Background: an optimization exercise with open tools, aiming at small area, a short achievable clock period and few clock cycles per item. Do not read the settings as production practice. In this exercise RTL edits were held to simulation tests only and were not proved equivalent to the original.

==> inputs of 02-28 <==
Design pid4, start of the top module:
module pid4 (
    input  wire        clk,
    input  wire        rst,
    input  wire        cmd_valid,
    output wire        cmd_ready,
    input  wire [1:0]  cmd_op,       
    input  wire [1:0]  cmd_wheel,
    input  wire [31:0] cmd_a0,       
    input  wire [31:0] cmd_a1,       
    input  wire [31:0] cmd_a2,       
    input  wire [15:0] cmd_dt,       
    output reg         rsp_valid,
    output reg  [31:0] rsp_out,      
    output reg         rsp_numerr,   
    output reg  [31:0] rsp_integ     
);
export LEC_CHECK = 0
export CAP_MARGIN = 20
export CORE_MARGIN = 2
export CORE_UTILIZATION = 45
export SLEW_MARGIN = 20
create_clock -name core_clock -period 22.0 [get_ports {clk}]
standard.sh (not shown) runs the stock make flow with config.mk's settings and CLKGATE_MAP_FILE= SYNTH_SCRIPT=/design/flow/synth_recipe.tcl, a recipe that flattens the netlist after the stock synthesis.
==> flow/flow/run.sh <==
#!/bin/bash
# The standard layout (standard.sh: the standard flow's synthesis, floorplan, power grid,
# placement, clock tree, routing, at the design's clock period and
# constraints), with ORFS's repair_timing asked to leave 14 ns of setup slack
# instead of 0, so that it sizes and buffers the logic for a shorter achieved
# period. make's full output goes to flow_make.log here; each ORFS step also
# keeps its own log under orfs/logs.
set -euo pipefail
cd "$(dirname "$0")/.."
bash standard.sh SETUP_SLACK_MARGIN=14 finish > flow_make.log 2>&1
==> 07-27: changes against 02-28 <==
--- a/flow/design.v
+++ b/flow/design.v
@@ -404,16 +404,11 @@
                 ki[w] <= cmd_a1;
                 kd[w] <= cmd_a2;
             end
         end
     end
-    wire        pfw = vld[0] && wh[0] == cmd_wheel;
-    wire [31:0] prev_n = (pfw && op[0] == OP_UPDATE) ? e0 :
-                         (pfw && op[0] == OP_RESET)  ? 32'd0 : prev[cmd_wheel];
-    reg  [31:0] prev_r;
-    always @(posedge clk)
-        if (!stall) prev_r <= prev_n;
+    wire [31:0] prev_r = prev[wh[0]];
     wire [40:0] ua_z;
     fp_add_a u_add_ua (.a(e0), .b({~prev_r[31], prev_r[30:0]}), .m(ua_z));
     wire [67:0] ta_z;
     fp_mul_a #(.WB(16), .BINT(1)) u_mul_ta (.a(e0), .b({16'd0, dt0}), .m(ta_z));
     wire [15:0] dn_z;
==> 02-01: changes against 02-28 <==
CAP_MARGIN = 40   (was 20)
SLEW_MARGIN = 40   (was 20)
==> metrics.log <==
[metrics] Placement Rows: 285
[metrics] maximum number of pins on one net before global-route repair: 101
[metrics] result of the run: timing/DRC/antenna clean
[metrics] detail-routed via count per cell: 5.71
[metrics] Placer Congestion: 0.949
[metrics] fill cell instance count of the final layout: 56100
[metrics] portion of the layout cell area used by clock cells: 4.53%
[metrics] most frequent cells after synthesis: sky130_fd_sc_hd__nand2_1 (4403), sky130_fd_sc_hd__dfxtp_1 (3434), sky130_fd_sc_hd__inv_1 (3268), sky130_fd_sc_hd__a21oi_1 (2363), sky130_fd_sc_hd__fa_1 (2195)
[metrics] die outline area: 611000 µm²
[metrics] # diodes: 26
[metrics] post-route clock period utilization: 39.8%
[metrics] Post-Synthesis Mean Instance Area: 8.83 µm²
[metrics] share of the final layout cell area in sequential cells: 25.8%
[metrics] post_cts resized: 671
# the run above: 02-01

==> metrics.log <==
[metrics] met2 global-route usage: 45.6%
[metrics] Post-Synthesis Mean Instance Area: 8.83 µm²
[metrics] share of the final layout cell area in sequential cells: 25.7%
[metrics] Placement Rows: 285
[metrics] # diodes: 21
[metrics] result of the run: timing/DRC/antenna clean
[metrics] element type at the critical path start: register
[metrics] maximum number of pins on one net before global-route repair: 101
[metrics] post-synthesis sequential area ratio: 29.1%
[metrics] portion of the layout cell area used by clock cells: 4.54%
[metrics] most frequent cells after synthesis: sky130_fd_sc_hd__nand2_1 (4403), sky130_fd_sc_hd__dfxtp_1 (3434), sky130_fd_sc_hd__inv_1 (3268), sky130_fd_sc_hd__a21oi_1 (2363), sky130_fd_sc_hd__fa_1 (2195)
[metrics] post-route clock period utilization: 39.4%
[metrics] fill cell instance count of the final layout: 56000
[metrics] post_cts resized: 726
[metrics] detail-routed via count per cell: 5.71
[metrics] die outline area: 611000 µm²
# the run above: 02-28

==> metrics.log <==
[metrics] post_cts resized: 830
[metrics] detail-routed via count per cell: 5.71
[metrics] set of violated layout checks: capacitance limit, slew limit
[metrics] result of the run: finished with violations
[metrics] die outline area: 606000 µm²
[metrics] Placement Rows: 284
[metrics] portion of the layout cell area used by clock cells: 4.59%
[metrics] CTS tree: built
[metrics] Placer Congestion: 0.957
[metrics] most frequent cells after synthesis: sky130_fd_sc_hd__nand2_1 (4457), sky130_fd_sc_hd__dfxtp_1 (3434), sky130_fd_sc_hd__inv_1 (3258), sky130_fd_sc_hd__a21oi_1 (2314), sky130_fd_sc_hd__fa_1 (2195)
[metrics] post-route clock period utilization: 44.4%
[metrics] fill cell instance count of the final layout: 55400
[metrics] Final Max Tran Viols: 8
[metrics] max-cap check violation count: 1
[metrics] # diodes: 77
[metrics] Post-Synthesis Mean Instance Area: 8.84 µm²
# the run above: 07-27

Testbench counts of 02-28, summed over its fixed seeds: cycles 3,354, updates 2,699.
Testbench counts of 07-27, summed over its fixed seeds: cycles 3,354, updates 2,699.
Testbench counts of 02-01, summed over its fixed seeds: cycles 3,354, updates 2,699.

==> what the ideal ports hide <==
Ports are ideal in the flow. The routed layouts listed here were re-timed in OpenROAD.
Step 1 assumes that a clkbuf_16 drives the clock port and a buf_2 every other input.
Step 2 moves the port delays by t, midway between the first and last clock arrival at a register: inputs arrive t later, outputs are due t later. That takes back most of the time a late clock gives input paths.
Three values: no drivers, after step 1, after step 2; two values: the first two.
run | t (ns) | setup WS [ns] | hold slack, ns | latest minus earliest clock arrival (ns) | cell pins on the clock port's net
02-28 | 1.153 | 13.336 / 13.336 / 13.336 | 0.242 / 0.242 / 0.242 | 0.203 / 0.203 | 1
07-27 | 1.147 | 12.225 / 12.225 / 12.225 | 0.271 / 0.271 / 0.271 | 0.153 / 0.153 | 1
02-01 | 1.147 | 13.247 / 13.247 / 13.247 | 0.286 / 0.286 / 0.286 | 0.090 / 0.090 | 1
